This design comes from an exercise in tuning for small area on the open sky130 flow, not from production work.
Where RTL was checked, it was by simulation tests only, not by an equivalence proof against the original.
The RTL of run 2 was laid out without a check of its function.
Power figures rest on the tool's default switching activity, not on a simulated workload.

`design/flow/config.mk`:
```
export PLATFORM = sky130hd
export DESIGN_NAME = intron_rx_framer
export DESIGN_NICKNAME = intron_rx_framer
export VERILOG_FILES = /design/flow/design.v
export SDC_FILE = /design/flow/constraint.sdc
export NUM_CORES = 4
export LEC_CHECK = 0
export CAP_MARGIN = 20
export CORE_MARGIN = 2
export CORE_UTILIZATION = 40
export PLACE_DENSITY = 0.6
export SLEW_MARGIN = 20
```
`design/flow/constraint.sdc`:
```
create_clock -name core_clock -period 10.0 [get_ports {clk}]
set_input_delay 2.0000 -clock core_clock [delete_from_list [all_inputs] [get_ports {clk}]]
set_output_delay 2.0000 -clock core_clock [all_outputs]
set_load 0.01 [all_outputs]
```
`design/flow/design.v`:
```
module rxf_crc32_byte (
    input  wire [31:0] crc_in,
    input  wire [7:0]  data,
    output reg  [31:0] crc_out
);
    integer i;
    always @* begin
        crc_out = crc_in ^ {24'd0, data};
        for (i = 0; i < 8; i = i + 1) begin
            if (crc_out[0])
                crc_out = (crc_out >> 1) ^ 32'hEDB88320;
            else
                crc_out = crc_out >> 1;
        end
    end
endmodule
module intron_rx_framer (
    input  wire         clk,
    input  wire         rst,             
    input  wire         soft_reset,      
    input  wire [47:0]  intron_sess,     
    input  wire         rx_valid,
    input  wire [7:0]   rx_data,
    input  wire         alloc_ok,        
    input  wire         cas_valid,
    input  wire [3:0]   cas_old,
    input  wire [3:0]   cas_new,
    input  wire         activity_clr,    
    input  wire         query_valid,     
    input  wire [7:0]   query_idx,
    input  wire         ap_take,         
    output reg  [3:0]   mode,
    output reg          cas_ok,
    output reg          associated,
    output reg          activity,
    output reg          mac_valid,
    output reg  [47:0]  mac,
    output reg  [7:0]   ap_count,
    output reg          ap_valid,
    output reg  [7:0]   ap_index,
    output reg  [127:0] ap_info,
    output reg          pkt_start,
    output wire [15:0]  pkt_len,
    output reg          pkt_wr,
    output wire [7:0]   pkt_data,
    output reg          pkt_end,
    output reg          pkt_good,
    output reg          evt_valid,
    output reg  [2:0]   evt_code,
    output wire [7:0]   evt_type,
    output wire [15:0]  evt_size
);
    localparam [7:0]  INTRON0           = 8'h55;
    localparam [7:0]  INTRON1           = 8'h4E;
    localparam [7:0]  SUPPORTED_VERSION = 8'h0B;
    localparam [3:0] M_WAIT_INIT      = 4'd1;
    localparam [3:0] M_NEED_AP        = 4'd2;
    localparam [3:0] M_CONNECTING_AP  = 4'd3;
    localparam [3:0] M_RUNNING        = 4'd4;
    localparam [3:0] M_WRONG_FIRMWARE = 4'd6;
    localparam [2:0] E_CRC_MISMATCH   = 3'd1;
    localparam [2:0] E_OUT_OF_SYNC    = 3'd2;
    localparam [2:0] E_LENGTH_ERROR   = 3'd3;
    localparam [2:0] E_UNKNOWN_TYPE   = 3'd4;
    localparam [2:0] E_PROTOCOL_ERROR = 3'd5;
    reg         pay;         
    reg         disc;        
    reg [3:0]   pos;         
    reg [15:0]  cnt;         
    reg         neg;         
    reg [31:0]  crc;
    reg [127:0] sbuf;        
    reg [2:0]   ty;          
    reg         vnz;         
    reg [31:0]  rcrc;
    reg         lq_valid;
    reg [7:0]   lq_idx;
    assign pkt_len  = cnt;
    assign evt_size = cnt & {16{!neg}};
    assign evt_type = {sbuf[15:11] & {5{evt_code[2]}}, ty};
    assign pkt_data = sbuf[7:0];
    wire hdr  = !pay && pos[3];
    wire seek = !pay && !pos[3];
    wire [7:0] h_type = sbuf[15:8];
    wire t_dev  = (h_type == 8'h00);
    wire t_pkt  = (h_type == 8'h02);
    wire t_cnt  = (h_type == 8'h06);
    wire t_info = (h_type == 8'h07);
    wire t_inv  = (h_type == 8'h08);
    wire p_dev  = (ty == 3'b000);
    wire p_pkt  = (ty == 3'b010);
    wire p_cnt  = (ty == 3'b110);
    wire streaming = pay && !disc && p_pkt;
    wire [63:0] intron_all = {intron_sess, INTRON1, INTRON0};
    wire [7:0]  intron_exp = intron_all[8*pos[2:0] +: 8];
    wire        intron_hit = (rx_data == intron_exp);
    wire [31:0] crc_step;
    rxf_crc32_byte u_crc (
        .crc_in  (crc),
        .data    (rx_data),
        .crc_out (crc_step)
    );
    wire        crc_load = seek && (pos[2:1] == 2'b00);
    wire [31:0] crc_next = crc_load ? 32'hE88E2886 : crc_step;
    wire        crc_ok   = (~crc_step == rcrc);
    wire        ka_ok    = (~crc == {rcrc[23:0], rx_data});
    wire        cnt_zero = (cnt == 16'd0);
    wire        cnt_one  = (cnt == 16'd1);
    wire        up = !pay;
    wire [16:0] tgl;
    assign tgl[0] = 1'b1;
    genvar gi;
    generate
        for (gi = 0; gi < 16; gi = gi + 1) begin : g_tgl
            assign tgl[gi+1] = tgl[gi] & (cnt[gi] ~^ up);
        end
    endgenerate
    wire [15:0] cnt_step = cnt ^ tgl[15:0];
    wire        neg_step = neg ^ tgl[16];
    wire        cnt_sat  = !neg && tgl[16];
    wire        skip_nz  = !(neg && tgl[16]);
    wire        size_ok = (t_dev  && cnt == 16'd6) ||
                          (t_cnt  && cnt == 16'd1) ||
                          (t_info && cnt == 16'd16);
    reg [3:0]   mode_c;
    reg [3:0]   mode_n;
    reg         link_set;
    always @(posedge clk) begin
        pkt_start <= 1'b0;
        pkt_wr    <= 1'b0;
        pkt_end   <= 1'b0;
        evt_valid <= 1'b0;
        cas_ok    <= 1'b0;
        if (activity_clr)
            activity <= 1'b0;
        if (ap_take)
            ap_valid <= 1'b0;
        if (query_valid) begin
            lq_valid <= 1'b1;
            lq_idx   <= query_idx;
        end
        mode_c = mode;
        if (cas_valid && !soft_reset && (mode == cas_old)) begin
            cas_ok <= 1'b1;
            mode_c = cas_new;
        end
        mode_n   = mode_c;
        link_set = 1'b0;
        if (rx_valid && !(hdr && pos[2:1] != 2'b00))
            sbuf <= {sbuf[119:0], rx_data};
        if (soft_reset) begin
            mode_n     = M_WAIT_INIT;
            associated <= 1'b0;
            pay        <= 1'b0;
            pos        <= 4'd0;
            cnt        <= 16'hFFF8;
            neg        <= 1'b1;
            if (streaming) begin
                pkt_end  <= 1'b1;
                pkt_good <= 1'b0;
            end
        end else if (rx_valid) begin
            if (!(hdr && pos[2]))
                crc <= crc_next;
            if (seek) begin
                if (!cnt_sat) begin
                    cnt <= cnt_step;
                    neg <= neg_step;
                end
                if (intron_hit) begin
                    pos <= pos + 4'd1;
                    if (pos[2:0] == 3'd7 && skip_nz) begin
                        evt_valid <= 1'b1;
                        evt_code  <= E_OUT_OF_SYNC;
                    end
                end else begin
                    pos <= {3'd0, (rx_data == INTRON0)};
                end
            end else if (hdr) begin
                pos <= pos + 4'd1;
                case (pos[2:0])
                    3'd0: ty  <= rx_data[2:0];
                    3'd1: vnz <= (rx_data != 8'd0);
                    3'd2, 3'd3: cnt <= {cnt[7:0], rx_data};
                    default: rcrc <= {rcrc[23:0], rx_data};
                endcase
                if (pos[2:0] == 3'd7) begin
                    pay  <= !cnt_zero;
                    if (cnt_zero) begin
                        cnt <= 16'hFFF8;
                        neg <= 1'b1;
                    end
                    disc <= !((t_pkt && alloc_ok) || size_ok);
                    if (t_inv) begin
                        evt_valid <= 1'b1;
                        evt_code  <= E_PROTOCOL_ERROR;
                    end else if (t_pkt) begin
                        if (cnt_zero) begin
                            if (ka_ok)
                                link_set = 1'b1;
                            else begin
                                evt_valid <= 1'b1;
                                evt_code  <= E_CRC_MISMATCH;
                            end
                        end else if (alloc_ok)
                            pkt_start <= 1'b1;
                    end else if (t_dev || t_cnt || t_info) begin
                        if (!size_ok) begin
                            evt_valid <= 1'b1;
                            evt_code  <= E_LENGTH_ERROR;
                        end
                    end else begin
                        evt_valid <= 1'b1;
                        evt_code  <= E_UNKNOWN_TYPE;
                    end
                end
            end else begin
                cnt <= cnt_step;
                if (!disc && p_pkt)
                    pkt_wr <= 1'b1;
                if (cnt_one) begin
                    pay <= 1'b0;
                    pos <= 4'd0;
                    cnt <= 16'hFFF8;
                    neg <= 1'b1;
                    if (!disc) begin
                        if (p_pkt) begin
                            pkt_end  <= 1'b1;
                            pkt_good <= crc_ok;
                        end
                        if (!crc_ok) begin
                            evt_valid <= 1'b1;
                            evt_code  <= E_CRC_MISMATCH;
                        end else if (p_pkt) begin
                            link_set = 1'b1;
                        end else if (p_dev) begin
                            if (sbuf[47:40] == SUPPORTED_VERSION) begin
                                mac_valid <= 1'b1;
                                mac <= {sbuf[39:0], rx_data};
                                if (mode_c == M_WAIT_INIT)
                                    mode_n = M_NEED_AP;
                            end else if (mode_c == M_WAIT_INIT)
                                mode_n = M_WRONG_FIRMWARE;
                        end else if (p_cnt) begin
                            ap_count <= rx_data;
                        end else begin
                            if (lq_valid && (sbuf[127:120] == lq_idx)) begin
                                ap_valid <= 1'b1;
                                ap_index <= lq_idx;
                                ap_info  <= {sbuf[119:0], rx_data};
                            end
                        end
                    end
                end
            end
        end
        if (link_set) begin
            activity   <= 1'b1;
            associated <= vnz;
            if (vnz && (mode_c == M_NEED_AP || mode_c == M_CONNECTING_AP))
                mode_n = M_RUNNING;
        end
        mode <= mode_n;
        if (rst) begin
            pay        <= 1'b0;
            pos        <= 4'd0;
            cnt        <= 16'hFFF8;
            neg        <= 1'b1;
            mode       <= M_WAIT_INIT;
            cas_ok     <= 1'b0;
            associated <= 1'b0;
            activity   <= 1'b0;
            mac_valid  <= 1'b0;
            ap_count   <= 8'd0;
            ap_valid   <= 1'b0;
            lq_valid   <= 1'b0;
            pkt_start  <= 1'b0;
            pkt_wr     <= 1'b0;
            pkt_end    <= 1'b0;
            evt_valid  <= 1'b0;
        end
    end
endmodule
```
`design/flow/flow/run.sh`:
```
#!/bin/bash
# Standard ORFS layout (the standard.sh) with these changes to how the
# layout is made:
# - synthesis maps the logic with an area-oriented ABC script
#   (flow/synth_area.tcl, flow/area.abc); registers are unchanged;
# - the port buffers that buffer_ports inserts are the smallest buffer
#   (buf_1) instead of the tool's default pick;
# - clock tree synthesis uses clkbuf_4 in small sink clusters and no
#   dummy loads.
# Floorplan, power grid, taps, placement, repair and routing are the standard flow's
# standard flow. make's full output goes to standard_flow.log, and ORFS
# keeps each tool's log under orfs/logs.
set -euo pipefail
export FLOW_SYNTH_TCL="$PWD/synth_recipe.tcl"
export AREA_ABC_SCRIPT="$PWD/flow/area.abc"
bash standard.sh \
  "SYNTH_SCRIPT=$PWD/flow/synth_area.tcl" \
  "BUFFER_PORTS_ARGS=-buffer_cell sky130_fd_sc_hd__buf_1" \
  "CTS_ARGS=-sink_clustering_enable -repair_clock_nets -dont_use_dummy_load -buf_list {sky130_fd_sc_hd__clkbuf_4} -sink_clustering_size 8 -sink_clustering_max_diameter 40" \
  finish > standard_flow.log 2>&1
```
`design/flow/flow/area.abc`:
```
strash
ifraig
dc2
dch -f
map -a
topo
dnsize
```
`design/flow/flow/synth_area.tcl`:
```
# The standard flow's synthesis script (synth_recipe.tcl in the work folder) with one
# change: the combinational logic is mapped with an area-oriented ABC
# script (area.abc beside this file) instead of ORFS's speed script. The
# registers, and so their names and cells, come out as in the standard
# synthesis; ABC only maps the logic between them.
proc abc {args} {
  set i [lsearch -exact $args -script]
  if {$i >= 0} {
    lset args [expr {$i + 1}] $::env(AREA_ABC_SCRIPT)
  }
  set j [lsearch -exact $args -D]
  if {$j >= 0} {
    lset args [expr {$j + 1}] 10000
  }
  yosys abc {*}$args
}
source $::env(FLOW_SYNTH_TCL)
```
`design/flow/standard.sh`:
```
#!/bin/bash
# synth_recipe.tcl (not shown) runs the flow's synth.tcl, then flattens the netlist and writes it again
# the make line also repeats each setting of config.mk as NAME=value (left out here)
make -C /OpenROAD-flow-scripts/flow DESIGN_CONFIG=/design/flow/config.mk WORK_HOME=/design/flow/orfs CLKGATE_MAP_FILE= SYNTH_SCRIPT=/design/flow/synth_recipe.tcl "${@:-finish}"
```
==> results of run 1 <==
placed cells by master, fill, tap and decap left out, types with 2 or more instances in the layout:
cell type / Yosys / layout
o2111ai_1: 2 / 2
xor2_1: 74 / 74
a41oi_1: 3 / 3
buf_1: 0 / 337
nor3_1: 29 / 28
a21oi_1: 68 / 66
buf_4: 8 / 16
or2_2: 15 / 15
nor4_1: 10 / 10
a221oi_1: 5 / 5
o31ai_1: 2 / 2
a22oi_1: 27 / 27
nor2_1: 146 / 144
a32oi_1: 4 / 4
a2111oi_0: 4 / 4
nand4_1: 16 / 16
nand3_1: 20 / 20
dfxtp_1: 44 / 44
o22ai_1: 12 / 12
a31oi_1: 6 / 6
edfxtp_1: 393 / 393
xnor2_1: 34 / 34
nand2_1: 124 / 124
clkbuf_4: 0 / 71
clkinv_1: 120 / 120
o211ai_1: 8 / 8
diode_2: 0 / 3
o21ai_0: 49 / 49
a211oi_1: 5 / 5
ha_1: 9 / 9
routing by layer:
layer	track usage (%)	wire (µm)	vias to the layer above	share of wire, %
li1	-	-	5354	-
met1	28.5	19900	5609	41
met2	33.7	22600	582	47
met3	5.45	4280	97	8.9
met4	7.83	1470	2	3.0
met5	0	13	-	0.027
cells in the mapped netlist:
library cell	instances	area share (%)
a2bb2oi_1	1	0.051
or2_2	15	0.55
ha_1	9	0.66
o31ai_1	2	0.088
a41oi_1	3	0.15
mux2i_1	1	0.059
and3_1	1	0.037
a21boi_0	1	0.044
dfxtp_1	44	5.2
edfxtp_1	393	69
a221oi_1	5	0.26
o21a_1	1	0.044
nor3_1	29	0.85
buf_4	8	0.35
nand3_1	20	0.59
o2bb2ai_1	1	0.051
o211ai_1	8	0.35
o221ai_1	1	0.051
o21ai_0	49	1.4
xor2_1	74	3.8
nand3b_1	1	0.044
o22ai_1	12	0.44
a32oi_1	4	0.21
nor3b_1	1	0.044
o311a_1	1	0.059
nand2_1	124	2.7
a31oi_1	6	0.22
a21oi_1	68	2.0
a22oi_1	27	1.2
and2_2	1	0.044
nor2_1	146	3.2
nor4_1	10	0.37
and2_1	1	0.037
o2111ai_1	2	0.10
a211oi_1	5	0.22
nand4_1	16	0.59
a2111oi_0	4	0.21
xnor2_1	34	1.7
clkinv_1	120	2.6
how the worst min path moves through the flow:
stage / startpoint / endpoint / slack (ns) / depth (start not counted)
final: sbuf[68]$_DFFE_PP_ / sbuf[76]$_DFFE_PP_ / 0.42 / 0
after global routing: sbuf[63]$_DFFE_PP_ / ap_info[71]$_DFFE_PP_ / 0.43 / 0
after CTS: sbuf[63]$_DFFE_PP_ / ap_info[71]$_DFFE_PP_ / 0.40 / 0
after detailed placement: sbuf[95]$_DFFE_PP_ / sbuf[103]$_DFFE_PP_ / 0.43 / 0
after global placement: sbuf[62]$_DFFE_PP_ / sbuf[70]$_DFFE_PP_ / 0.43 / 0
after floorplan: sbuf[92]$_DFFE_PP_ / ap_info[100]$_DFFE_PP_ / 0.42 / 0
logic make-up (layout without fill, tap and decap cells):
family | Yosys count | count (layout) | synth area share [%]
flops | 437 | 437 | 74.5
simple gates | 365 | 365 | 9.10
compound gates | 201 | 201 | 7.18
buf+inv | 128 | 545 | 3.00
xor+xnor | 108 | 108 | 5.55
fa+ha+maj | 9 | 9 | 0.661
mux | 1 | 1 | 0.0588
other cells | 0 | 3 | 0
sequential cells by signal (all words and copies together), names as in the netlist, 3 cells and up:
| name | cells |
|---|---|
| ap_info | 128 |
| ty | 3 |
| ap_index | 8 |
| evt_code | 3 |
| rcrc | 32 |
| mode | 4 |
| cnt | 16 |
| sbuf | 128 |
| mac | 48 |
| crc | 32 |
| pos | 4 |
| ap_count | 8 |
| lq_idx | 8 |
critical path: stages:
cell      delay (ns)
buf_1           0.24
clkinv_1        0.26
or2_2           0.33
nand2_1         0.41
clkinv_1        0.17
nand2_1         0.09
nand2_1         0.23
clkinv_1        0.17
nand2_1         0.08
nand2_1         0.13
xor2_1          0.37
xor2_1          0.26
xor2_1          0.18
nand4_1         0.10
nor4_1          0.73
nand2_1         0.26
nor2_4          0.84
buf_12          0.44
stage by stage:
stage	area [µm²]	total power [mW]
2_1_floorplan	17000	2.22
3_3_place_gp	19100	2.29
3_5_place_dp	19100	2.29
4_1_cts	19600	3.18
5_1_grt	19600	3.27
6_report	19600	3.14
layout make-up:
| cell class | instances | area, µm² |
|---|---|---|
| Timing Repair Buffer | 354 | 1410 |
| Tap cell | 539 | 674 |
| Inverter | 120 | 450 |
| Antenna cell | 3 | 7.51 |
| Multi-Input combinational cell | 684 | 3880 |
| Clock buffer | 71 | 533 |
| Sequential cell | 437 | 12700 |
| Fill cell | 3842 | 22300 |
power by group:
part / switching [mW] / internal, mW
Combinational: 0.124 / 0.0631
Sequential: 0.0340 / 2.03
Clock: 0.561 / 0.327
==> summary.md, run 1 <==
| Metric | Value |
|---|---|
| Status | timing/DRC/antenna clean |
| Syn_nets | 1339 |
| CTS Root Buffer Type | clkbuf_4 |
| Cell row count | 75 |
| Worst Clk Skew | 0.0762 ns |
| WL final | 48.3 mm |
| Detailed-route wire length per cell | 21.9 µm |
| Final Hold Slack | 0.418 ns |
| Yosys reg bits | 437 |
| Non-Filler Instances | 2208 |
| Worst setup margin | 2.96 ns |
| Die Width | 210 µm |
| Slew margin rel. | 31.3% |
| DRC | 0 |
| Grt ovf | 0 |
| Htree depth | 3 |
| Die Footprint | 44300 µm² |
| Fraction of layout cells with a size suffix above 1 | 6.60% |
| Clock buffer count from CTS | 71 |
| Starting Density | 40.6% |
| Post-CTS sizing | 0 |
| I/O Buffers | 337 |
| Largest net degree at the start of global routing | 80 |
| Startpoint type of the worst setup path | primary input |
| First DRT Iteration DRCs | 1103 |
| Hold Vio Cnt, Final | 0 |
| Max Clk Rate | 142 MHz |
| Vias in the first global route | 11186 |
| CP Data Required Time | 10.34 ns |
| Area delta synth->final | 15.3% |
| RSZ-0062 raised after global routing | false |
| Synth warnings | 2 |
| Hold WC Path Type | reg2reg |
| Cells after Synth | 1249 |
| CP arrival | 7.38 ns |
| Setup TNS | 0 ns |
| Start point of the critical path | rx_data[1] |
| Setup Viol. Count Final | 0 |
| Total core area | 41900 µm² |
| Critical path class | in2reg |
| Clock latency at the later pin of the worst-skew pair | 0.75 ns |
| First-pass GRT wire length | 69.5 mm |
| Clock-pin slew on the worst setup and hold paths | 0.08 ns |
| RR Startpoint | crc[1]$_SDFFCE_PP1P_ |
| Slew Viols, Final | 0 |
| Boundary Pins | 338 |
| Initial antenna violation count | 3 |
| Peak VDD IR | 0.0000783 V |
| DP HPWL | 35.1 mm |
| Worst-path maximum fanout | 79 |
| Setup crit end | ap_info[5]$_DFFE_PP_ |
| Worst-Margin Slew | 1.03 ns |
| Crit end category | flop |
| Antenna Nets Post-Route | 0 |
| Hold_buf cts | 0 |
| Clock tree buffer depth | 3 |
| Vias/cell | 5.27 |
| Tmin final | 7.04 ns |
| Distinct cells, synth | 39 |
| Avg Inst Size Synth | 13.6 µm² |
| LEAKAGE | 6.35 nW |
| Setup bufs post-CTS | 0 |
| GP Congestion | 0.940 |
| Total track usage | 21.3% |
| Reg2reg path depth | 16 |
| Placed insts | 2134 |
| # nets final | 1758 |
| PwrDens | 160 nW/µm² |
| R2R Setup Slk | 4.40 ns |
| Final core occ | 46.8% |
| Synth Cell Area | 17000 µm² |
| Register area share after synthesis | 74.5% |
| # clock sinks | 437 |
| Vias | 11644 |
| R2r endpoint | ap_info[5]$_DFFE_PP_ |
| Final Cycle Share | 70.4% |
| Max-cap violation count | 0 |
| Die Y | 210 µm |
| CTS tree | built |
| Pre-CTS WS | 2.26 ns |
| Initial DRT Pass Iterations | 5 |
==> inputs of run 2 (changes only) <==
--- a/design/flow/design.v
+++ b/design/flow/design.v
@@ -146,6 +146,17 @@
         end
         mode_n   = mode_c;
         link_set = 1'b0;
+        pkt_good <= crc_ok && !soft_reset;
+        if (seek)
+            evt_code <= E_OUT_OF_SYNC;
+        else if (pay || t_pkt)
+            evt_code <= E_CRC_MISMATCH;
+        else if (t_inv)
+            evt_code <= E_PROTOCOL_ERROR;
+        else if (t_dev || t_cnt || t_info)
+            evt_code <= E_LENGTH_ERROR;
+        else
+            evt_code <= E_UNKNOWN_TYPE;
         if (rx_valid && !(hdr && pos[2:1] != 2'b00))
             sbuf <= {sbuf[119:0], rx_data};
         if (soft_reset) begin
@@ -157,7 +168,6 @@
             neg        <= 1'b1;
             if (streaming) begin
                 pkt_end  <= 1'b1;
-                pkt_good <= 1'b0;
             end
         end else if (rx_valid) begin
             if (!(hdr && pos[2]))
@@ -171,7 +181,6 @@
                     pos <= pos + 4'd1;
                     if (pos[2:0] == 3'd7 && skip_nz) begin
                         evt_valid <= 1'b1;
-                        evt_code  <= E_OUT_OF_SYNC;
                     end
                 end else begin
                     pos <= {3'd0, (rx_data == INTRON0)};
@@ -193,25 +202,21 @@
                     disc <= !((t_pkt && alloc_ok) || size_ok);
                     if (t_inv) begin
                         evt_valid <= 1'b1;
-                        evt_code  <= E_PROTOCOL_ERROR;
                     end else if (t_pkt) begin
                         if (cnt_zero) begin
                             if (ka_ok)
                                 link_set = 1'b1;
                             else begin
                                 evt_valid <= 1'b1;
-                                evt_code  <= E_CRC_MISMATCH;
                             end
                         end else if (alloc_ok)
                             pkt_start <= 1'b1;
                     end else if (t_dev || t_cnt || t_info) begin
                         if (!size_ok) begin
                             evt_valid <= 1'b1;
-                            evt_code  <= E_LENGTH_ERROR;
                         end
                     end else begin
                         evt_valid <= 1'b1;
-                        evt_code  <= E_UNKNOWN_TYPE;
                     end
                 end
             end else begin
@@ -226,11 +231,9 @@
                     if (!disc) begin
                         if (p_pkt) begin
                             pkt_end  <= 1'b1;
-                            pkt_good <= crc_ok;
                         end
                         if (!crc_ok) begin
                             evt_valid <= 1'b1;
-                            evt_code  <= E_CRC_MISMATCH;
                         end else if (p_pkt) begin
                             link_set = 1'b1;
                         end else if (p_dev) begin
--- a/design/flow/flow/run.sh
+++ b/design/flow/flow/run.sh
@@ -1,8 +1,9 @@
 #!/bin/bash
 # Standard ORFS layout (the standard.sh) with these changes to how the
 # layout is made:
-# - synthesis maps the logic with an area-oriented ABC script
-#   (flow/synth_area.tcl, flow/area.abc); registers are unchanged;
+# - synthesis maps the logic with area-oriented ABC scripts and keeps the
+#   smallest mapping (flow/synth_area.tcl, flow/area*.abc); the registers
+#   are those of the standard synthesis;
 # - the port buffers that buffer_ports inserts are the smallest buffer
 #   (buf_1) instead of the tool's default pick;
 # - clock tree synthesis uses clkbuf_4 in small sink clusters and no
@@ -12,7 +13,7 @@
 # keeps each tool's log under orfs/logs.
 set -euo pipefail
 export FLOW_SYNTH_TCL="$PWD/synth_recipe.tcl"
-export AREA_ABC_SCRIPT="$PWD/flow/area.abc"
+export AREA_ABC_SCRIPTS="$PWD/flow/area1.abc $PWD/flow/area2.abc $PWD/flow/area3.abc $PWD/flow/area4.abc"
 bash standard.sh \
   "SYNTH_SCRIPT=$PWD/flow/synth_area.tcl" \
   "BUFFER_PORTS_ARGS=-buffer_cell sky130_fd_sc_hd__buf_1" \
==> design/flow/flow/area1.abc (new file) <==
strash
ifraig
dc2
dch -f
map -a
topo
dnsize
==> design/flow/flow/area2.abc (new file) <==
strash
ifraig
scorr
dc2
drw
drf
dch -f
map -a
topo
dnsize
==> design/flow/flow/area3.abc (new file) <==
strash
ifraig
dc2
dch -f
map -a
strash
dch -f
map -a
topo
dnsize
==> design/flow/flow/area4.abc (new file) <==
strash
dch -f
map -a
strash
dch -f
map -a
strash
dch -f
map -a
topo
dnsize
==> design/flow/flow/synth_area.tcl (replaced) <==
# The standard flow's synthesis script (synth_recipe.tcl in the work folder) with one
# change: the combinational logic is mapped with area-oriented ABC scripts
# (the area*.abc files named in AREA_ABC_SCRIPTS) instead of ORFS's speed
# script; each is tried on the same logic and the smallest mapping is
# kept. The registers, and so their names and cells, come out as in the
# standard synthesis: ABC only maps the logic between them.
proc mapped_area {} {
  set lib [lindex $::env(LIB_FILES) 0]
  set s [tee -q -s result.string stat -liberty $lib]
  if {[regexp {Chip area for module[^:]*:\s*([0-9.]+)} $s -> a]} { return $a }
  return 1e12
}
proc abc {args} {
  set j [lsearch -exact $args -D]
  if {$j >= 0} {
    lset args [expr {$j + 1}] 10000
  }
  set i [lsearch -exact $args -script]
  yosys design -save my_pre_abc
  set best ""
  set best_area 1e12
  foreach script $::env(AREA_ABC_SCRIPTS) {
    yosys design -load my_pre_abc
    lset args [expr {$i + 1}] $script
    yosys abc {*}$args
    set a [mapped_area]
    puts "area-abc: $script $a"
    if {$a < $best_area} {
      set best_area $a
      set best $script
    }
  }
  yosys design -load my_pre_abc
  lset args [expr {$i + 1}] $best
  puts "area-abc: using $best"
  yosys abc {*}$args
}
source $::env(FLOW_SYNTH_TCL)
removed: design/flow/flow/area.abc
==> summary.md, run 2 <==
| Metric | Value |
|---|---|
| Placed insts | 2121 |
| LEAKAGE | 6.31 nW |
| PwrDens | 163 nW/µm² |
| Critical path, cell by cell | buf_1 -> clkinv_1 -> or2_2 -> nand2_1 -> clkinv_1 -> nand2_1 -> nand2_1 -> xnor2_1 -> xnor2_1 -> a221oi_1 -> o2111ai_1 -> or3_2 -> nor4_1 -> nand2_1 -> or4_2 -> nor4_4 -> buf_12 |
| Avg Inst Size Synth | 13.7 µm² |
| Initial antenna violation count | 3 |
| DP HPWL | 33.2 mm |
| First DRT Iteration DRCs | 899 |
| R2r endpoint | ap_info[3]$_DFFE_PP_ |
| Hold Vio Cnt, Final | 0 |
| Slew margin rel. | 30.0% |
| Clock tree buffer depth | 3 |
| Vias in the first global route | 11167 |
| Area delta synth->final | 15.6% |
| Non-Filler Instances | 2201 |
| Status | timing/DRC/antenna clean |
| Worst Clk Skew | 0.157 ns |
| WL final | 46.0 mm |
| Slowest cell delay on critical path | 0.76 ns |
| Worst-Margin Slew | 1.05 ns |
| Commonest cells in the netlist | edfxtp_1, nor2_1, nand2_1, clkinv_1, xor2_1 |
| CTS Root Buffer Type | clkbuf_4 |
| Antenna Nets Post-Route | 0 |
| Max Clk Rate | 140 MHz |
| Top-count cell post-synth | edfxtp_1 |
| Crit end category | flop |
| Worst setup margin | 2.86 ns |
| Worst-path maximum fanout | 98 |
| Hold_buf cts | 0 |
| Distinct cells, synth | 38 |
| # nets final | 1747 |
| Post-synth top area cell | edfxtp_1 |
| Post-CTS sizing | 0 |
| # fillers | 3823 |
| Pre-CTS WS | 2.18 ns |
| RR Startpoint | crc[1]$_SDFFCE_PP1P_ |
| Syn_nets | 1323 |
| Clock latency at the later pin of the worst-skew pair | 0.82 ns |
| Fraction of layout cells with a size suffix above 1 | 7.42% |
| Synth Cell Area | 17000 µm² |
| Grt ovf | 0 |
| Yosys reg bits | 437 |
| Min-delay src | sbuf[57]$_DFFE_PP_ |
| GP Congestion | 0.916 |
| Vias | 11453 |
| Reg2reg path depth | 15 |
| Largest net degree at the start of global routing | 99 |
| Register area share after synthesis | 74.5% |
| Final core occ | 46.8% |
| Setup TNS | 0 ns |
| DRC | 0 |
| CP arrival | 7.48 ns |
| Hold Path Sink | sbuf[65]$_DFFE_PP_ |
| Cell row count | 75 |
| Final Cell Area | 19600 µm² |
| Max-cap violation count | 0 |
| CP top delay family | simple AND/OR/NAND/NOR gates |
| CP Data Required Time | 10.33 ns |
| Hold WC Path Type | reg2reg |
| Boundary Pins | 338 |
| Die Footprint | 44100 µm² |
| Total track usage | 20.8% |
| Leading registers by flop count | ap_info (128), sbuf (128), mac (48) |
| R2R Setup Slk | 4.32 ns |
| Tmin final | 7.14 ns |
| Die Y | 210 µm |
| Area contributors post-synth | edfxtp_1, dfxtp_1, xor2_1 |
| Commonest non-fill, non-tap cell in the layout | edfxtp_1 |
| Setup Viol. Count Final | 0 |
| Post-DP Area | 19000 µm² |
| Synth warnings | 2 |
| Number of synthesized flops with an enable pin | 389 |
| Startpoint type of the worst setup path | primary input |
| Cells on Worst Hold Path | 0 |
| Starting Density | 40.4% |
| Bufs and invs on worst path | 4 |
| CTS tree | built |
| Most frequent cells in the layout | edfxtp_1, buf_1, nor2_1 |
| Initial DRT Pass Iterations | 8 |
| Clock buffer count from CTS | 75 |
| Slew Viols, Final | 0 |
| Htree depth | 3 |
| Crit-path most repeated cell | nand2_1 |
| Die Width | 210 µm |
| Levels on crit path | 17 |
| Final Cycle Share | 71.4% |
| Critical path class | in2reg |
| Peak VDD IR | 0.0000724 V |
| Vias/cell | 5.20 |
| Cells after Synth | 1235 |
| Setup bufs post-CTS | 0 |
| Slowest-stage cell, CP | or4_2 |
| I/O Buffers | 337 |
| First-pass GRT wire length | 67.8 mm |
| RSZ-0062 raised after global routing | false |
| Async S/R FF share, synth | 0% |
| Detailed-route wire length per cell | 20.9 µm |
| Ys flop type | edfxtp_1 |
| Total core area | 41900 µm² |
| # clock sinks | 437 |
| Clock-pin slew on the worst setup and hold paths | 0.08 ns |
| Top-area cell type share of the netlist area | 68.9% |
## run 2: layout make-up
type / instances / area [µm²] / area share (%)
multi-input cells: 675 / 3880 / 19.8
flip-flops and latches: 437 / 12600 / 64.4
diodes: 5 / 12.5 / 0.0638
inverters: 115 / 432 / 2.20
clock buffers: 75 / 563 / 2.87
well taps: 539 / 674 / 3.44
repair buffers: 355 / 1410 / 7.20
## run 2: worst max path at each step
stage | start | to | slack [ns]
4_1_cts | rx_data[1] | ap_info[3]$_DFFE_PP_ | 3.03
2_1_floorplan | rx_data[1] | ap_index[0]$_DFFE_PP_ | 0.09
3_3_place_gp | rx_data[1] | ap_info[11]$_DFFE_PP_ | 2.32
5_1_grt | rx_data[2] | ap_info[3]$_DFFE_PP_ | 2.72
6_report | rx_data[1] | ap_info[3]$_DFFE_PP_ | 2.86
3_5_place_dp | rx_data[1] | ap_info[106]$_DFFE_PP_ | 2.18
## run 2: cells by family after synthesis
group,Yosys count,synth area share [%]
flip-flops,437,74.5
AND/OR/NAND/NOR,363,9.23
AO/OA/AOI/OAI,195,7.15
buffers and inverters,123,2.90
XOR/XNOR,109,5.63
adder cells (fa/ha/maj),7,0.516
multiplexers,1,0.0590
## run 2: power breakdown
part           switching, mW  internal [mW]  total, mW
Combinational          0.144         0.0739      0.218
Clock                  0.567          0.343      0.910
Sequential            0.0367           2.03       2.07
Total                  0.748           2.45       3.20
## run 2: layer usage
layer  vias up  wire length, µm  part of all wire [%]  GRT usage (%)
met3        85             3140                   6.8           5.27
met4         2             1380                   3.0           7.21
met2       463            21400                    47           32.6
met1      5577            20100                    44           28.3
li1       5326                -                     -              -
met5         -               13                 0.028              0
## run 2: worst register-to-register path: cells and delay by family, from the launching register on
| family | cells | cell delay (ns) |
|---|---|---|
| AND/OR/NAND/NOR | 9 | 3.13 |
| AO/OA/AOI/OAI | 2 | 0.41 |
| flip-flops | 1 | 0.40 |
| XOR/XNOR | 2 | 0.46 |
| buffers and inverters | 2 | 0.69 |
## run 2: metrics by stage
stage	hold slack (ns)	total power, mW
3_5_place_dp	0.430	2.33
5_1_grt	0.401	3.34
2_1_floorplan	0.421	2.24
6_report	0.389	3.20
4_1_cts	0.392	3.25
3_3_place_gp	0.422	2.32
==> inputs of run 3 (changes only) <==
--- a/design/flow/design.v
+++ b/design/flow/design.v
@@ -76,7 +76,7 @@
     reg         lq_valid;
     reg [7:0]   lq_idx;
     assign pkt_len  = cnt;
-    assign evt_size = cnt & {16{!neg}};
+    assign evt_size = cnt;
     assign evt_type = {sbuf[15:11] & {5{evt_code[2]}}, ty};
     assign pkt_data = sbuf[7:0];
     wire hdr  = !pay && pos[3];
@@ -112,13 +112,18 @@
     genvar gi;
     generate
         for (gi = 0; gi < 16; gi = gi + 1) begin : g_tgl
-            assign tgl[gi+1] = tgl[gi] & (cnt[gi] ~^ up);
+            if (gi == 2) begin : g_w
+                assign tgl[gi+1] = tgl[gi] & (cnt[gi] ~^ up) & !neg;
+            end else begin : g_n
+                assign tgl[gi+1] = tgl[gi] & (cnt[gi] ~^ up);
+            end
         end
     endgenerate
     wire [15:0] cnt_step = cnt ^ tgl[15:0];
-    wire        neg_step = neg ^ tgl[16];
+    wire        low7     = (cnt[2:0] == 3'd7);
+    wire        neg_step = neg && !low7;
     wire        cnt_sat  = !neg && tgl[16];
-    wire        skip_nz  = !(neg && tgl[16]);
+    wire        skip_nz  = !(neg && low7);
     wire        size_ok = (t_dev  && cnt == 16'd6) ||
                           (t_cnt  && cnt == 16'd1) ||
                           (t_info && cnt == 16'd16);
@@ -164,7 +169,7 @@
             associated <= 1'b0;
             pay        <= 1'b0;
             pos        <= 4'd0;
-            cnt        <= 16'hFFF8;
+            cnt        <= 16'd0;
             neg        <= 1'b1;
             if (streaming) begin
                 pkt_end  <= 1'b1;
@@ -195,10 +200,8 @@
                 endcase
                 if (pos[2:0] == 3'd7) begin
                     pay  <= !cnt_zero;
-                    if (cnt_zero) begin
-                        cnt <= 16'hFFF8;
+                    if (cnt_zero)
                         neg <= 1'b1;
-                    end
                     disc <= !((t_pkt && alloc_ok) || size_ok);
                     if (t_inv) begin
                         evt_valid <= 1'b1;
@@ -226,7 +229,6 @@
                 if (cnt_one) begin
                     pay <= 1'b0;
                     pos <= 4'd0;
-                    cnt <= 16'hFFF8;
                     neg <= 1'b1;
                     if (!disc) begin
                         if (p_pkt) begin
@@ -267,7 +269,7 @@
         if (rst) begin
             pay        <= 1'b0;
             pos        <= 4'd0;
-            cnt        <= 16'hFFF8;
+            cnt        <= 16'd0;
             neg        <= 1'b1;
             mode       <= M_WAIT_INIT;
             cas_ok     <= 1'b0;
==> summary.md, run 3 <==
| Metric | Value |
|---|---|
| Hold Path Sink | sbuf[121]$_DFFE_PP_ |
| Boundary Pins | 338 |
| Slew Viols, Final | 0 |
| Final Power | 3.15 mW |
| Worst-path maximum fanout | 9 |
| Top-count cell post-synth | edfxtp_1 |
| Peak VDD IR | 0.0000596 V |
| Setup TNS | 0 ns |
| First-pass GRT wire length | 69.6 mm |
| Cells after Synth | 1230 |
| Status | timing/DRC/antenna clean |
| Setup Viol. Count Final | 0 |
| Final Cycle Share | 65.5% |
| Hold_buf cts | 0 |
| Initial DRT Pass Iterations | 5 |
| Die Width | 210 µm |
| Detailed-route wire length per cell | 22.1 µm |
| First DRT Iteration DRCs | 1032 |
| Avg Inst Size Synth | 13.7 µm² |
| Hold Vio Cnt, Final | 0 |
| Vias | 11206 |
| Vias/cell | 5.15 |
| Htree depth | 3 |
| Cell row count | 75 |
| Yosys reg bits | 437 |
| Ys flop type | edfxtp_1 |
| Critical path class | in2reg |
| Vias in the first global route | 10965 |
| Startpoint type of the worst setup path | primary input |
| R2R Setup Slk | 4.74 ns |
| I/O Buffers | 337 |
| Die Footprint | 43900 µm² |
| Most frequent cells in the layout | edfxtp_1, buf_1, nand2_1 |
| CP Data Required Time | 10.56 ns |
| Reg2reg path depth | 17 |
| DRC | 0 |
| Min-delay src | sbuf[113]$_DFFE_PP_ |
| Syn_nets | 1319 |
| Commonest non-fill, non-tap cell in the layout | edfxtp_1 |
| Largest net degree at the start of global routing | 138 |
| Worst-Margin Slew | 0.927 ns |
| RSZ-0062 raised after global routing | false |
| Initial antenna violation count | 1 |
| Synth Cell Area | 16900 µm² |
| Distinct cells, synth | 41 |
| Clock latency at the later pin of the worst-skew pair | 0.75 ns |
| Antenna Nets Post-Route | 0 |
| Post-CTS sizing | 0 |
| Area delta synth->final | 14.9% |
| Fraction of layout cells with a size suffix above 1 | 7.22% |
| Area contributors post-synth | edfxtp_1, dfxtp_1, xor2_1 |
| Leading registers by flop count | ap_info (128), sbuf (128), mac (48) |
| R2r endpoint | ap_count[1]$_SDFFE_PP0P_ |
| Clock tree buffer depth | 3 |
| Number of synthesized flops with an enable pin | 389 |
| Top-area cell type share of the netlist area | 69.1% |
| LEAKAGE | 6.29 nW |
| Async S/R FF share, synth | 0% |
| RR Startpoint | crc[5]$_SDFFCE_PP0P_ |
| WL final | 48.0 mm |
| Crit end category | flop |
| # clock sinks | 437 |
| Synth warnings | 2 |
| Grt ovf | 0 |
| Max-cap violation count | 0 |
| DP HPWL | 34.9 mm |
| Worst Clk Skew | 0.121 ns |
| Cells on Worst Hold Path | 0 |
| CTS tree | built |
| Slew margin rel. | 37.7% |
| Tmin final | 6.55 ns |
| CTS Root Buffer Type | clkbuf_4 |
| GP Congestion | 0.907 |
| CP arrival | 7.11 ns |
| Register area share after synthesis | 74.8% |
| Setup bufs post-CTS | 0 |
| Starting Density | 40.4% |
| Clock-pin slew on the worst setup and hold paths | 0.09 ns |
| PwrDens | 162 nW/µm² |
| Clock buffer count from CTS | 76 |
| # nets final | 1725 |
| Total core area | 41900 µm² |
| Post-synth top area cell | edfxtp_1 |
| Total track usage | 21.6% |
| Max Clk Rate | 153 MHz |
| Hold WC Path Type | reg2reg |
| Commonest cells in the netlist | edfxtp_1, nand2_1, nor2_1, clkinv_1, xor2_1 |
| Die Y | 210 µm |
## run 3: cell count changes in the layout (fill, tap and decap cells not counted), sizes merged, moves of 4 or more
cell     delta
o211ai      -4
xor2        -5
xnor2      -12
nor4        -4
nand2      +28
o22ai       +5
o21ai      -16
nand3       +8
o31ai       +4
a22oi      -13
o2111ai     -4
nor2       -25
a21oi      +16
diode       -4
## run 3: kinds of logic after synthesis
group	after synthesis	synth area share, %
adder cells (fa/ha/maj)	8	0.592
buffers and inverters	136	3.55
multiplexers	4	0.244
XOR/XNOR	92	4.77
AND/OR/NAND/NOR	366	9.28
AO/OA/AOI/OAI	187	6.76
flip-flops	437	74.8
## run 3: worst max-delay path by stage
stage,to,startpoint,slack [ns]
2_1_floorplan,mac[0]$_DFFE_PP_,rx_data[1],0.39
3_3_place_gp,ap_count[0]$_SDFFE_PP0P_,rx_data[1],2.96
3_5_place_dp,ap_count[3]$_SDFFE_PP0P_,rx_data[4],2.82
4_1_cts,mac[1]$_DFFE_PP_,rx_data[4],3.56
5_1_grt,ap_count[7]$_SDFFE_PP0P_,rx_data[4],3.01
6_report,ap_count[1]$_SDFFE_PP0P_,rx_data[4],3.45
## run 3: through the flow
stage          setup WS, ns  hold WS (ns)  util (%)  instance area [µm²]  cells
4_1_cts                3.56         0.412      46.4                19400   2173
2_1_floorplan         0.389         0.421         -                16900   1230
3_3_place_gp           2.96         0.425      45.0                18800   2097
3_5_place_dp           2.82         0.429      45.0                18800   2097
5_1_grt                3.01         0.429      46.4                19400   2174
6_report               3.45         0.407      46.4                19400   2174
## run 3: per-layer routing
layer	GRT usage [%]	up-vias	share of wire (%)
li1	-	5233	-
met1	29.1	5435	43
met2	34.8	455	47
met3	5.25	83	7.3
met4	6.77	0	2.6
met5	0	-	0
## run 3: where the power goes
group / total (mW) / internal (mW) / switching (mW)
Clock: 0.913 / 0.348 / 0.565
Sequential: 2.06 / 2.03 / 0.0312
Combinational: 0.180 / 0.0566 / 0.124
Total: 3.15 / 2.43 / 0.720
## run 3: worst max-delay path: stages
cell and delay [ns]:
buf_1 0.40, clkinv_1 0.25, or2_2 0.32, nand2_1 0.30
clkinv_1 0.16, nand2_1 0.08, nand2_1 0.13, xor2_1 0.17
clkinv_1 0.09, o22ai_1 0.07, a2111oi_0 0.78, o221ai_1 0.28
nor3_1 0.23, nand4_1 0.23, clkinv_1 0.13, nand2_1 0.16
nor2_1 0.63, clkinv_1 0.48, nand2_1 0.15, a21oi_1 0.07
## run 3: layout make-up
cell class | count | area, µm²
Fill cell | 3872 | 22400
Sequential cell | 437 | 12600
Multi-Input combinational cell | 657 | 3700
Timing Repair Buffer | 352 | 1410
Tap cell | 539 | 674
Clock buffer | 76 | 571
Inverter | 112 | 420
Antenna cell | 1 | 2.50
==> inputs of run 4 (changes only) <==
--- a/design/flow/design.v
+++ b/design/flow/design.v
@@ -228,7 +228,6 @@
                     pkt_wr <= 1'b1;
                 if (cnt_one) begin
                     pay <= 1'b0;
-                    pos <= 4'd0;
                     neg <= 1'b1;
                     if (!disc) begin
                         if (p_pkt) begin
==> summary.md, run 4 <==
| Metric | Value |
|---|---|
| LEAKAGE | 6.22 nW |
| Critical path, cell by cell | buf_1 -> clkinv_1 -> or2_2 -> nand2_1 -> xor2_1 -> xor2_1 -> xor2_1 -> xor2_1 -> xor2_1 -> nor4_1 -> and3_2 -> nand2_1 -> nor3_2 -> buf_4 |
| Hold Path Sink | ap_info[72]$_DFFE_PP_ |
| Clock latency at the later pin of the worst-skew pair | 0.74 ns |
| Grt ovf | 0 |
| Fraction of layout cells with a size suffix above 1 | 6.52% |
| Setup Viol. Count Final | 0 |
| RR Startpoint | crc[0]$_SDFFCE_PP0P_ |
| Syn_nets | 1318 |
| Clock buffer count from CTS | 71 |
| R2r endpoint | mac[4]$_DFFE_PP_ |
| Reg2reg path depth | 13 |
| Worst-path maximum fanout | 45 |
| DRC | 0 |
| CP arrival | 6.58 ns |
| Vias in the first global route | 10528 |
| Area delta synth->final | 14.5% |
| Vias | 11011 |
| Top-area cell type share of the netlist area | 69.2% |
| Most frequent cells in the layout | edfxtp_1, buf_1, nand2_1 |
| Die Y | 209 µm |
| Largest net degree at the start of global routing | 138 |
| Commonest cells in the netlist | edfxtp_1, nand2_1, clkinv_1, nor2_1, xor2_1 |
| Total track usage | 20.4% |
| # nets final | 1717 |
| Area contributors post-synth | edfxtp_1, dfxtp_1, xor2_1 |
| Die Footprint | 43800 µm² |
| Post-CTS sizing | 0 |
| Cells after Synth | 1229 |
| Max-cap violation count | 0 |
| CTS tree | built |
| WL final | 45.6 mm |
| Distinct cells, synth | 40 |
| Commonest non-fill, non-tap cell in the layout | edfxtp_1 |
| Total core area | 41800 µm² |
| Met2 WL | 21.1 mm |
| First-pass GRT wire length | 66.1 mm |
| Storage cell area | 12600 µm² |
| Crit end category | flop |
| Startpoint type of the worst setup path | primary input |
| Top-count cell post-synth | edfxtp_1 |
| Peak VDD IR | 0.0000549 V |
| CP Data Required Time | 10.29 ns |
| Highest metal used | met4 |
| # fillers | 3801 |
| Pre-CTS WS | 3.03 ns |
| Status | timing/DRC/antenna clean |
| Setup bufs post-CTS | 0 |
| Setup TNS | 0 ns |
| RSZ-0062 raised after global routing | false |
| Boundary Pins | 338 |
| Leading registers by flop count | ap_info (128), sbuf (128), mac (48) |
| First DRT Iteration DRCs | 891 |
| Die Width | 209 µm |
| Synth Cell Area | 16900 µm² |
| Crit-path most repeated cell | xor2_1 |
| Clock-pin slew on the worst setup and hold paths | 0.09 ns |
| DP HPWL | 33.2 mm |
| Min-delay src | sbuf[64]$_DFFE_PP_ |
| Slowest-stage cell, CP | buf_4 |
| Final core occ | 46.3% |
| Slew Viols, Final | 0 |
| Initial antenna violation count | 1 |
| # clock sinks | 437 |
| Number of synthesized flops with an enable pin | 389 |
| Slowest cell delay on critical path | 0.63 ns |
| Slew margin rel. | 29.1% |
| Worst setup margin | 3.72 ns |
| Detailed-route wire length per cell | 21.0 µm |
| Tmin final | 6.28 ns |
| Max Clk Rate | 159 MHz |
| Cells on Worst Hold Path | 0 |
| PwrDens | 162 nW/µm² |
| Register area share after synthesis | 74.9% |
| Cell row count | 75 |
| WL met3 | 3.20 mm |
| Vias/cell | 5.08 |
| Clock tree buffer depth | 3 |
| Antenna Nets Post-Route | 0 |
| Worst Clk Skew | 0.103 ns |
| Worst-Margin Slew | 1.06 ns |
| I/O Buffers | 337 |
| GP Congestion | 0.932 |
| Starting Density | 40.4% |
| Yosys reg bits | 437 |
| Hold_buf cts | 0 |
| Final Power | 3.12 mW |
| Post-synth top area cell | edfxtp_1 |
| Met1 WL | 19.8 mm |
| Synth warnings | 2 |
| CTS Root Buffer Type | clkbuf_4 |
| Htree depth | 3 |
| Multi-input gate area | 3640 µm² |
| R2R Setup Slk | 5.06 ns |
| Avg Inst Size Synth | 13.7 µm² |
| Async S/R FF share, synth | 0% |
| Final Hold Slack | 0.419 ns |
| Hold WC Path Type | reg2reg |
| Hold Vio Cnt, Final | 0 |
| Ys flop type | edfxtp_1 |
| Initial DRT Pass Iterations | 5 |
| Final Cycle Share | 62.8% |
| Critical path class | in2reg |
==> run 4: cell types whose count changed after synthesis, moves of 4 or more <==
| cell | before | now |
|---|---|---|
| a21oi_1 | 65 | 56 |
| clkinv_1 | 112 | 119 |
| nand2_1 | 153 | 149 |
| nor3_1 | 20 | 25 |
| nor4_1 | 12 | 19 |
| o21ai_0 | 47 | 53 |
| or2_2 | 18 | 11 |
| xor2_1 | 69 | 73 |
==> run 4: metrics by stage <==
| step | instances | area [µm²] |
|---|---|---|
| 4_1_cts | 2165 | 19300 |
| 3_5_place_dp | 2094 | 18800 |
| 5_1_grt | 2167 | 19300 |
| 2_1_floorplan | 1229 | 16900 |
| 3_3_place_gp | 2094 | 18800 |
| 6_report | 2167 | 19300 |
==> run 4: power breakdown <==
part | switching, mW | leakage [nW] | internal [mW]
Clock | 0.553 | 0.327 | 0.327
Combinational | 0.125 | 1.91 | 0.0597
Sequential | 0.0328 | 3.98 | 2.03
Total | 0.711 | 6.22 | 2.41
==> run 4: logic make-up (layout without fill, tap and decap cells) <==
family / after synthesis / count (layout) / share of synthesized area [%]
buf+inv: 143 / 540 / 3.72
fa+ha+maj: 8 / 8 / 0.593
flops: 437 / 437 / 74.9
compound gates: 179 / 179 / 6.44
xor+xnor: 98 / 98 / 5.09
mux: 1 / 1 / 0.0667
simple gates: 363 / 363 / 9.16
other cells: 0 / 2 / 0
==> run 4: cell type report <==
class	count	area share, %
diodes	2	0.0259
clock buffers	71	2.76
inverters	119	2.31
multi-input cells	649	18.8
flip-flops and latches	437	65.5
well taps	539	3.49
repair buffers	350	7.12
==> run 4: per-layer routing <==
| layer | up-vias | track usage, % |
|---|---|---|
| met5 | - | 0 |
| met4 | 0 | 8.28 |
| met3 | 80 | 4.73 |
| met2 | 419 | 32.0 |
| met1 | 5316 | 27.7 |
| li1 | 5196 | - |
==> run 4: how the worst max path moves through the flow <==
stage | startpoint | to | depth (start not counted)
global route | rx_data[4] | mac[4]$_DFFE_PP_ | 15
detailed placement | rx_data[7] | mac[22]$_DFFE_PP_ | 18
global placement | rx_data[5] | mac[12]$_DFFE_PP_ | 14
finish | rx_data[5] | mac[4]$_DFFE_PP_ | 14
floorplan | rx_valid | sbuf[0]$_DFFE_PP_ | 2
CTS | rx_data[7] | mac[4]$_DFFE_PP_ | 18
==> run 4: worst max-delay path, delay by kind of cell <==
kind          cells  cell delay, ns
xor+xnor          5            1.47
buf+inv           3            1.27
simple gates      6            1.75
==> inputs of run 5 (changes only) <==
--- a/design/flow/config.mk
+++ b/design/flow/config.mk
@@ -7,6 +7,6 @@
 export LEC_CHECK = 0
 export CAP_MARGIN = 20
 export CORE_MARGIN = 2
-export CORE_UTILIZATION = 40
-export PLACE_DENSITY = 0.6
+export CORE_UTILIZATION = 60
+export PLACE_DENSITY = 0.75
 export SLEW_MARGIN = 20
==> summary.md, run 5 <==
| Metric | Value |
|---|---|
| Post-CTS sizing | 0 |
| Cell row count | 61 |
| Slew Viols, Final | 0 |
| GR peak layer | met2 |
| Critical path class | in2reg |
| LEAKAGE | 6.21 nW |
| CTS tree | built |
| Crit end category | flop |
| First-pass GRT wire length | 62.2 mm |
| Setup bufs post-CTS | 0 |
| Top-area cell type share of the netlist area | 69.2% |
| Starting Density | 60.9% |
| Total core area | 27700 µm² |
| Commonest cells in the netlist | edfxtp_1, nand2_1, clkinv_1, nor2_1, xor2_1 |
| Final Hold Slack | 0.393 ns |
| Clock buffer count from CTS | 69 |
| Grt ovf | 0 |
| RSZ-0062 raised after global routing | false |
| Min-delay src | sbuf[50]$_DFFE_PP_ |
| Distinct cells, synth | 40 |
| Die Width | 172 µm |
| Largest net degree at the start of global routing | 106 |
| Area delta synth->final | 13.2% |
| Hold WC Path Type | reg2reg |
| Met3 usage | 6.58% |
| Die Footprint | 29500 µm² |
| CP Data Required Time | 10.25 ns |
| RR Startpoint | crc[0]$_SDFFCE_PP0P_ |
| Final Cycle Share | 65.0% |
| Global Route met2 Usage | 48.9% |
| Synth warnings | 2 |
| Slew margin rel. | 37.8% |
| WL final | 43.6 mm |
| Max Clk Rate | 154 MHz |
| # clock sinks | 437 |
| Critical path, cell by cell | buf_1 -> or2_2 -> nand2_1 -> xor2_1 -> xor2_1 -> xor2_1 -> xor2_1 -> xor2_1 -> nor4_1 -> and3_2 -> nand2_1 -> nor2_4 -> buf_12 |
| Crit-path most repeated cell | xor2_1 |
| Tmin final | 6.50 ns |
| Slowest cell delay on critical path | 0.76 ns |
| Final core occ | 68.9% |
| Most frequent cells in the layout | edfxtp_1, buf_1, nand2_1 |
| Ys flop type | edfxtp_1 |
| Setup Viol. Count Final | 0 |
| I/O Buffers | 337 |
| Total track usage | 29.1% |
| Clock latency at the later pin of the worst-skew pair | 0.72 ns |
| Sw power | 698 µW |
| Worst Clk Skew | 0.148 ns |
| Top-count cell post-synth | edfxtp_1 |
| Commonest non-fill, non-tap cell in the layout | edfxtp_1 |
| Worst-path maximum fanout | 105 |
| Worst-Margin Slew | 0.932 ns |
| Initial antenna violation count | 1 |
| Clock tree buffer depth | 3 |
| Yosys reg bits | 437 |
| Die Y | 172 µm |
| Vias/cell | 5.59 |
| R2r endpoint | ap_info[46]$_DFFE_PP_ |
| Vias | 11204 |
| CTS Root Buffer Type | clkbuf_4 |
| Post-synth top area cell | edfxtp_1 |
| Avg Inst Size Synth | 13.7 µm² |
| Startpoint type of the worst setup path | primary input |
| Htree depth | 3 |
| Setup TNS | 0 ns |
| CP top delay family | simple AND/OR/NAND/NOR gates |
| Slowest-stage cell, CP | nor2_4 |
| Bufs and invs on worst path | 2 |
| Antenna Nets Post-Route | 0 |
| Area contributors post-synth | edfxtp_1, dfxtp_1, xor2_1 |
| Fraction of layout cells with a size suffix above 1 | 6.40% |
| # nets final | 1715 |
| Cells on Worst Hold Path | 0 |
| Detailed-route wire length per cell | 21.8 µm |
| Hold_buf cts | 0 |
| Status | timing/DRC/antenna clean |
| DP HPWL | 31.7 mm |
| Register area share after synthesis | 74.9% |
| Vias in the first global route | 10416 |
| Number of synthesized flops with an enable pin | 389 |
| Clk network pwr share | 27.7% |
| Synth Cell Area | 16900 µm² |
| Post-DP Area | 18600 µm² |
| Async S/R FF share, synth | 0% |
| CP arrival | 6.74 ns |
| Boundary Pins | 338 |
| Reg2reg path depth | 12 |
| Leading registers by flop count | ap_info (128), sbuf (128), mac (48) |
| Switch share | 22.5% |
| Clock-pin slew on the worst setup and hold paths | 0.08 ns |
| Max-cap violation count | 0 |
| PwrDens | 162 nW/µm² |
| Syn_nets | 1318 |
| Hold Path Sink | sbuf[58]$_DFFE_PP_ |
| Peak VDD IR | 0.0000987 V |
| First DRT Iteration DRCs | 1160 |
| GP Congestion | 0.918 |
| Combinational Power Share | 5.9% |
| Hold Vio Cnt, Final | 0 |
| Cells after Synth | 1229 |
| Flop pwr share | 66.4% |
| M1 GR Usage | 37.8% |
| Internal | 2.40 mW |
| DRC | 0 |
| Final Cell Area | 19100 µm² |
| R2R Setup Slk | 4.86 ns |
| Initial DRT Pass Iterations | 6 |
==> run 5: cell counts after synthesis <==
No cell type changed its count.
==> run 5: routing by layer <==
metal  vias up  share of wire [%]  wire length (µm)
li1       5185                  -                 -
met1      5370                 39             17100
met2       551                 50             21700
met3        98                7.8              3410
met4         0                3.1              1350
met5         -                  0                 0
==> run 5: kinds of logic (layout without fill, tap and decap cells) <==
logic type	count (synthesis)	in the layout	synth area share, %
xor gates and xnor gates	98	98	5.09
DFF	437	437	74.9
muxes	1	1	0.0667
adders and majority gates	8	8	0.593
buffers and inverters	143	538	3.72
and+or+nand+nor	363	363	9.16
AOI/OAI and AO/OA	179	179	6.44
other	0	1	0
==> run 5: metrics by stage <==
| step | setup WS, ns | total power [mW] | instances |
|---|---|---|---|
| global placement | 2.94 | 2.28 | 1933 |
| CTS | 3.52 | 3.12 | 2002 |
| global route | 3.06 | 3.21 | 2003 |
| floorplan | 1.01 | 2.21 | 1229 |
| detailed placement | 2.85 | 2.28 | 1933 |
| finish | 3.50 | 3.10 | 2003 |
==> run 5: worst max path at each step <==
stage,startpoint,to,cells past startpoint
global route,rx_data[0],ap_info[53]$_DFFE_PP_,18
CTS,rx_data[7],ap_info[19]$_DFFE_PP_,18
global placement,rx_data[5],ap_info[31]$_DFFE_PP_,14
finish,rx_data[0],ap_info[46]$_DFFE_PP_,13
floorplan,rx_valid,sbuf[0]$_DFFE_PP_,2
detailed placement,rx_data[7],ap_info[31]$_DFFE_PP_,18
==> run 5: area by class of cell <==
| type | count | area (µm²) |
|---|---|---|
| clock buffers | 69 | 518 |
| repair buffers | 350 | 1380 |
| inverters | 119 | 447 |
| multi-input cells | 649 | 3640 |
| well taps | 378 | 473 |
| diodes | 1 | 2.50 |
| flip-flops and latches | 437 | 12600 |
| fillers | 2032 | 8610 |
==> run 5: power by group through the flow <==
| stage | Sequential (mW) | Combinational, mW | Clock [mW] |
|---|---|---|---|
| 5_1_grt | 2.06 | 0.201 | 0.950 |
| 6_report | 2.06 | 0.183 | 0.860 |
| 3_5_place_dp | 2.10 | 0.181 | 0 |
| 2_1_floorplan | 2.09 | 0.123 | 0 |
| 3_3_place_gp | 2.10 | 0.181 | 0 |
| 4_1_cts | 2.06 | 0.182 | 0.881 |
==> run 5: worst reg2reg max path: cells and delay by family (launching register included) <==
family / cells / cell delay (ns)
buffers and inverters: 1 / 0.51
xor gates and xnor gates: 5 / 1.53
and+or+nand+nor: 6 / 2.16
DFF: 1 / 0.40
==> inputs of run 6 (changes only) <==
--- a/design/flow/design.v
+++ b/design/flow/design.v
@@ -72,7 +72,7 @@
     reg [127:0] sbuf;        
     reg [2:0]   ty;          
     reg         vnz;         
-    reg [31:0]  rcrc;
+    reg [31:0]  rcrc;        
     reg         lq_valid;
     reg [7:0]   lq_idx;
     assign pkt_len  = cnt;
@@ -102,8 +102,8 @@
     );
     wire        crc_load = seek && (pos[2:1] == 2'b00);
     wire [31:0] crc_next = crc_load ? 32'hE88E2886 : crc_step;
-    wire        crc_ok   = (~crc_step == rcrc);
-    wire        ka_ok    = (~crc == {rcrc[23:0], rx_data});
+    wire        crc_ok   = (crc_step == rcrc);
+    wire        ka_ok    = (crc == {rcrc[23:0], ~rx_data});
     wire        cnt_zero = (cnt == 16'd0);
     wire        cnt_one  = (cnt == 16'd1);
     wire        up = !pay;
@@ -196,7 +196,7 @@
                     3'd0: ty  <= rx_data[2:0];
                     3'd1: vnz <= (rx_data != 8'd0);
                     3'd2, 3'd3: cnt <= {cnt[7:0], rx_data};
-                    default: rcrc <= {rcrc[23:0], rx_data};
+                    default: rcrc <= {rcrc[23:0], ~rx_data};
                 endcase
                 if (pos[2:0] == 3'd7) begin
                     pay  <= !cnt_zero;
--- a/design/flow/config.mk
+++ b/design/flow/config.mk
@@ -7,6 +7,6 @@
 export LEC_CHECK = 0
 export CAP_MARGIN = 20
 export CORE_MARGIN = 2
-export CORE_UTILIZATION = 60
-export PLACE_DENSITY = 0.75
+export CORE_UTILIZATION = 40
+export PLACE_DENSITY = 0.6
 export SLEW_MARGIN = 20
==> summary.md, run 6 <==
| Metric | Value |
|---|---|
| CP arrival | 7.21 ns |
| Area contributors post-synth | edfxtp_1, dfxtp_1, xor2_1 |
| Clock buffer count from CTS | 71 |
| Starting Density | 40.2% |
| Synth warnings | 2 |
| Total core area | 41700 µm² |
| Htree depth | 3 |
| Most frequent cells in the layout | edfxtp_1, buf_1, nor2_1 |
| Post-DP Area | 18700 µm² |
| Slew Viols, Final | 0 |
| DRC | 0 |
| Register area share after synthesis | 75.4% |
| Setup bufs post-CTS | 0 |
| # fillers | 3835 |
| Commonest non-fill, non-tap cell in the layout | edfxtp_1 |
| Crit end category | flop |
| # nets final | 1674 |
| PwrDens | 163 nW/µm² |
| Leading registers by flop count | ap_info (128), sbuf (128), mac (48) |
| Top-area cell type share of the netlist area | 69.7% |
| Hold Vio Cnt, Final | 0 |
| Peak VDD IR | 0.0000747 V |
| Reg2reg path depth | 20 |
| Ys flop type | edfxtp_1 |
| Yosys reg bits | 437 |
| Tmin final | 6.87 ns |
| Vias/cell | 5.14 |
| Slew margin rel. | 32.4% |
| DP HPWL | 32.4 mm |
| Die Y | 209 µm |
| Synth Cell Area | 16800 µm² |
| Critical path class | in2reg |
| Setup TNS | 0 ns |
| Hold_buf cts | 0 |
| RR Startpoint | pay$_SDFFE_PP0P_ |
| CP Data Required Time | 10.34 ns |
| Switch share | 22.7% |
| Largest net degree at the start of global routing | 72 |
| Number of synthesized flops with an enable pin | 389 |
| Clock-pin slew on the worst setup and hold paths | 0.08 ns |
| Max Clk Rate | 146 MHz |
| Die Width | 209 µm |
| Sw power | 710 µW |
| I/O Buffers | 337 |
| Max-cap violation count | 0 |
| Worst-Margin Slew | 1.01 ns |
| CTS Root Buffer Type | clkbuf_4 |
| Initial DRT Pass Iterations | 5 |
| Distinct cells, synth | 35 |
| Hold WC Path Type | reg2reg |
| Multi-input gate area | 3570 µm² |
| Post-synth top area cell | edfxtp_1 |
| Total track usage | 20.3% |
| Internal | 2.42 mW |
| Avg Inst Size Synth | 14.1 µm² |
| Post-CTS sizing | 0 |
| Die Footprint | 43600 µm² |
| Clock latency at the later pin of the worst-skew pair | 0.74 ns |
| Cells after Synth | 1188 |
| Final Cell Area | 19200 µm² |
| CTS tree | built |
| Syn_nets | 1275 |
| Initial antenna violation count | 1 |
| First-pass GRT wire length | 65.7 mm |
| Area delta synth->final | 14.7% |
| Antenna Nets Post-Route | 0 |
| Combinational Power Share | 6.1% |
| Worst Clk Skew | 0.0999 ns |
| # clock sinks | 437 |
| Clock tree buffer depth | 3 |
| Vias in the first global route | 10761 |
| RSZ-0062 raised after global routing | false |
| Detailed-route wire length per cell | 20.9 µm |
| Boundary Pins | 338 |
| Async S/R FF share, synth | 0% |
| GP Congestion | 0.928 |
| Status | timing/DRC/antenna clean |
| Top-count cell post-synth | edfxtp_1 |
| WL final | 44.5 mm |
| Commonest cells in the netlist | edfxtp_1, nor2_1, clkinv_1, nand2_1, xor2_1 |
| Storage cell area | 12600 µm² |
| Worst-path maximum fanout | 71 |
| Grt ovf | 0 |
| Flop pwr share | 65.9% |
| Vias | 10921 |
| Startpoint type of the worst setup path | primary input |
| First DRT Iteration DRCs | 901 |
| Setup Viol. Count Final | 0 |
| Min-delay src | sbuf[115]$_DFFE_PP_ |
| Final Cycle Share | 68.7% |
| Cell row count | 75 |
| Fraction of layout cells with a size suffix above 1 | 6.75% |
| LEAKAGE | 6.19 nW |
| Start point of the critical path | rx_data[2] |
| Cells on Worst Hold Path | 0 |
| Clk network pwr share | 28.0% |
run 6: critical path, cell delays in order:
cell	delay, ns
buf_1	0.40
clkinv_1	0.26
or2_2	0.32
nand2_1	0.31
xor2_1	0.65
or2_2	0.24
nand2_1	0.06
xor2_1	0.14
nor4_1	0.43
o2111ai_1	0.21
nor4_1	0.29
nand2_1	0.15
nor2_1	0.16
nand4_1	0.28
nor3_4	0.80
buf_12	0.37
run 6: cells by family (layout without fill, tap and decap cells):
group	count (synthesis)	count (layout)	share of synthesized area [%]
AO/OA/AOI/OAI	185	185	6.69
XOR/XNOR	109	109	5.69
adder cells (fa/ha/maj)	6	6	0.448
buffers and inverters	135	532	3.56
flip-flops	437	437	75.4
multiplexers	2	2	0.119
other	0	1	0
AND/OR/NAND/NOR	314	314	8.08
run 6: power groups by stage:
stage | logic [mW] | registers (mW) | clock network [mW]
global placement | 0.189 | 2.10 | 0
global route | 0.211 | 2.06 | 0.993
floorplan | 0.129 | 2.09 | 0
detailed placement | 0.190 | 2.10 | 0
finish | 0.191 | 2.06 | 0.877
CTS | 0.191 | 2.06 | 0.918
run 6: cell type report:
cell class / count / share of cell area (%)
Sequential cell: 437 / 65.7
Tap cell: 539 / 3.51
Antenna cell: 1 / 0.0130
Inverter: 111 / 2.17
Timing Repair Buffer: 350 / 7.22
Multi-Input combinational cell: 616 / 18.6
Clock buffer: 71 / 2.77
run 6: final timing paths:
path | end | slack, ns
setup / recovery | ap_info[10]$_DFFE_PP_ | 3.13
hold / removal | sbuf[123]$_DFFE_PP_ | 0.42
setup reg to reg | cnt[3]$_SDFFE_PP0P_ | 4.48
hold reg to reg | sbuf[123]$_DFFE_PP_ | 0.42
run 6: per-layer routing:
metal  track usage, %  share of wire (%)  vias to the layer above
met5                0                  0                        -
met4             8.50                3.3                        0
met3             4.87                7.1                       78
met2             31.8                 46                      444
met1             27.2                 43                     5318
li1                 -                  -                     5081
run 6: stage by stage:
step	power (mW)	setup WS [ns]	utilization, %	std cells	hold WS [ns]
CTS	3.17	3.16	46.1	2124	0.421
floorplan	2.22	1.01	-	1188	0.421
global route	3.27	2.66	46.2	2125	0.424
finish	3.13	3.13	46.2	2125	0.420
detailed placement	2.29	2.41	44.9	2053	0.430
global placement	2.29	2.54	44.9	2053	0.425

-- what the ideal ports hide --
The flow's constraints put no driver on any port. The routed layouts listed below were extracted and timed again, unchanged, in two steps.
Step 1, drivers: a clkbuf_16 drives clk and a buf_2 each remaining input, both assumed.
Step 2 also shifts input and output timing later by t, the mid clock arrival at the registers, as if the neighbouring blocks saw the same clock.
a / b / c = ideal ports / drivers / drivers and shift; a / b = the first two.
run	shift t [ns]	slack for setup (ns)	worst setup path at the end	clock arrival spread, ns
run 1	0.760	2.957 / 2.987 / 2.226	input to register	0.088 / 0.087
run 2	0.788	2.858 / 2.891 / 2.103	input to register	0.166 / 0.166
run 3	0.742	3.446 / 3.475 / 2.734	input to register	0.121 / 0.121
run 4	0.736	3.719 / 3.732 / 2.996	input to register	0.103 / 0.104
run 5	0.688	3.505 / 3.521 / 2.833	input to register	0.148 / 0.148
run 6	0.750	3.129 / 3.160 / 2.410	input to register	0.100 / 0.100
After both steps every run listed still meets setup and hold. For run 2, which loses most, drivers alone change the setup slack by +0.033 ns; drivers and shift together by -0.755 ns.
